Background: an optimization exercise with open tools, aiming at small area, a short achievable clock period and few clock cycles per item. Do not read the settings as production practice.
At most, simulation tests tie the RTL to the original design; equivalence was not proved.

==> flow/design.v (excerpt) <==
module hsl_conv (
    input  wire       clk,
    input  wire       rst,
    input  wire       in_valid,
    output wire       in_ready,
    input  wire [7:0] in_r,
    input  wire [7:0] in_g,
    input  wire [7:0] in_b,
    output reg        out_valid,
    output reg  [8:0] out_hue,
    output reg  [9:0] out_sat,
    output reg  [9:0] out_light
);
Settings: LEC_CHECK=0, ABC_AREA=1, CAP_MARGIN=20, CORE_MARGIN=2, CORE_UTILIZATION=40, CTS_BUF_LIST=sky130_fd_sc_hd__clkbuf_8, SLEW_MARGIN=20; clock period 35.0 ns.
standard.sh (not shown) runs the stock make flow with config.mk's settings and CLKGATE_MAP_FILE= SYNTH_SCRIPT=/design/flow/synth_recipe.tcl, a recipe that flattens the netlist after the stock synthesis.
==> flow/flow/run.sh <==
#!/bin/bash
# The standard layout (the standard.sh: ORFS synthesis through finish)
# with these changes in how it is made:
#  - ABC maps the logic with flow/abc_area.script (area-oriented mapping
#    without ABC's own buffering and gate sizing) instead of ORFS's
#    abc_area.script;
#  - every port still gets a buffer at global placement, but inputs get
#    buf_1 cells and outputs buf_2 cells instead of the default delay-cell
#    buffers (global_place.tcl calls buffer_ports once for each side);
#  - clock tree synthesis runs with ORFS's own arguments plus a clkbuf_16
#    root buffer and -dont_use_dummy_load (no dummy load cells).
# ORFS's scripts are copied into this folder and only those two files
# changed; the copy is used as SCRIPTS_DIR.
set -euo pipefail
here=$(pwd)
rm -rf "$here/orfs_scripts"
cp -r "$FLOW_HOME/scripts" "$here/orfs_scripts"
cp "$here/flow/abc_area.script" "$here/orfs_scripts/abc_area.script"
sed -i 's|^\( *\)buffer_ports {\*}\[env_var_or_empty BUFFER_PORTS_ARGS\]$|\1buffer_ports -inputs -buffer_cell sky130_fd_sc_hd__buf_1\n\1buffer_ports -outputs -buffer_cell sky130_fd_sc_hd__buf_2|' \
    "$here/orfs_scripts/global_place.tcl"
grep -q 'buffer_ports -outputs -buffer_cell' "$here/orfs_scripts/global_place.tcl"
bash standard.sh SCRIPTS_DIR="$here/orfs_scripts" \
    CTS_ARGS="-sink_clustering_enable -repair_clock_nets -root_buf sky130_fd_sc_hd__clkbuf_16 -buf_list sky130_fd_sc_hd__clkbuf_8 -dont_use_dummy_load" \
    finish > make_finish.log 2>&1
==> flow/flow/abc_area.script <==
strash
dch
map -B 0.5
topo
stime -c
The first run passed the timing, design-rule and antenna checks.
Testbench counts at the start, summed over its fixed seeds: cycles 8,040, items 8,000.
Next try:
--- a/flow/design.v
+++ b/flow/design.v
@@ -6,17 +6,17 @@
     input  wire [7:0] in_r,
     input  wire [7:0] in_g,
     input  wire [7:0] in_b,
     output reg        out_valid,
     output reg  [8:0] out_hue,
     output reg  [9:0] out_sat,
     output reg  [9:0] out_light
 );
-    localparam [11:0] CUT = 12'b000010000101;    
+    localparam [11:0] CUT = 12'b000010001001;    
     assign in_ready = 1'b1;
     reg       v0;
     reg [7:0] r0, g0, b0;
     always @(posedge clk) begin
         if (rst) v0 <= 1'b0;
         else     v0 <= in_valid;
         r0 <= in_r;
         g0 <= in_g;
@@ -72,23 +72,23 @@
     wire [7:0] mid = ({8{~maxr & ~minr}} & r0) | ({8{~maxg & ~ming}} & g0)
                    | ({8{~maxb & ~minb}} & b0);
     wire [8:0] xd = add8(M, ~mn, 1'b1);
     wire [8:0] xe = add8(mid, ~mn, 1'b1);
     wire [8:0] xs = add8(M, mn, 1'b0);
     assign v_a[0]   = v0;
     assign d_a[0]   = xd[7:0];
     assign e_a[0]   = xe[7:0];
-    assign s_a[0]   = xs;
+    assign s_a[0]   = {xs[8], xs[8] ? ~xs[7:0] - 8'd1 : xs[7:0]};
     assign sec_a[0] = {maxr, maxg, pos};
-    wire [8:0]  s1   = s[0];
+    wire [8:0]  s1   = s[0];     
     wire [7:0]  d1   = d[0];
     wire [7:0]  e1   = e[0];
     wire        pos1 = sec[0][0];
-    wire [7:0]  D    = s1[8] ? ~s1[7:0] - 8'd1 : s1[7:0];    
+    wire [7:0]  D    = s1[7:0];
     wire [17:0] Ns   = {d1, 10'd0} - {d1, 4'd0} - {d1, 3'd0} + D[7:1];
     wire [7:0]  dn   = d1 - {7'd0, ~pos1};
     wire [13:0] Nh   = {e1, 6'd0} - {e1, 2'd0} + dn[7:1];
     assign v_a[1]   = v[0];
     assign lf_a[1]  = {s1[8], D == 8'd0};
     assign d_a[1]   = d1;
     assign e_a[1]   = e1;
     assign sec_a[1] = sec[0];
The new run went through all stages and came out clean. Setup slack improves by 0.013 ns. Final area is higher by 0.59%. Register-to-register slack improves by 0.02 ns. Clock-buffer cell count stays the same. Maximum frequency is about the same. Synthesized cell count is higher by 1.1%. Global-route usage is higher by 1.5 points. First-iteration DRC count is higher by 45%. Wire length is higher by 7.3%. Sequential cell count stays the same. Utilization is lower by 0.58 points. Worst hold slack improves by 0.0088 ns.
For the second run of this note, only the layout was checked, not whether the RTL still works.

==> what the ideal ports hide <==
How much do the figures lean on ideal ports? The routed layouts below were timed once more, with nothing changed but the port constraints. Step 1, drivers: a clkbuf_16 drives clk and a buf_2 each remaining input, both assumed. Step 2 adds t to the input delays and takes it off the output delays; t is the mean of the earliest and latest rising clock arrival at the registers after step 1. Input paths then give back, and output paths get back, about the clock's delay inside the block. a / b / c = no drivers / after step 1 / after step 2; a / b = the first two.
| run | t (ns) | setup slack, ns | hold WS [ns] | clock arrival spread, ns | worst data-port slew with drivers (ns) |
|---|---|---|---|---|---|
| the first run | 0.416 | 27.175 / 27.124 / 27.501 | 0.312 / 0.312 / 0.312 | 0.043 / 0.043 | 0.03 |
| the second run | 0.416 | 27.187 / 27.140 / 27.524 | 0.321 / 0.321 / 0.321 | 0.046 / 0.045 | 0.03 |
After both steps setup and hold are still met in every run listed.
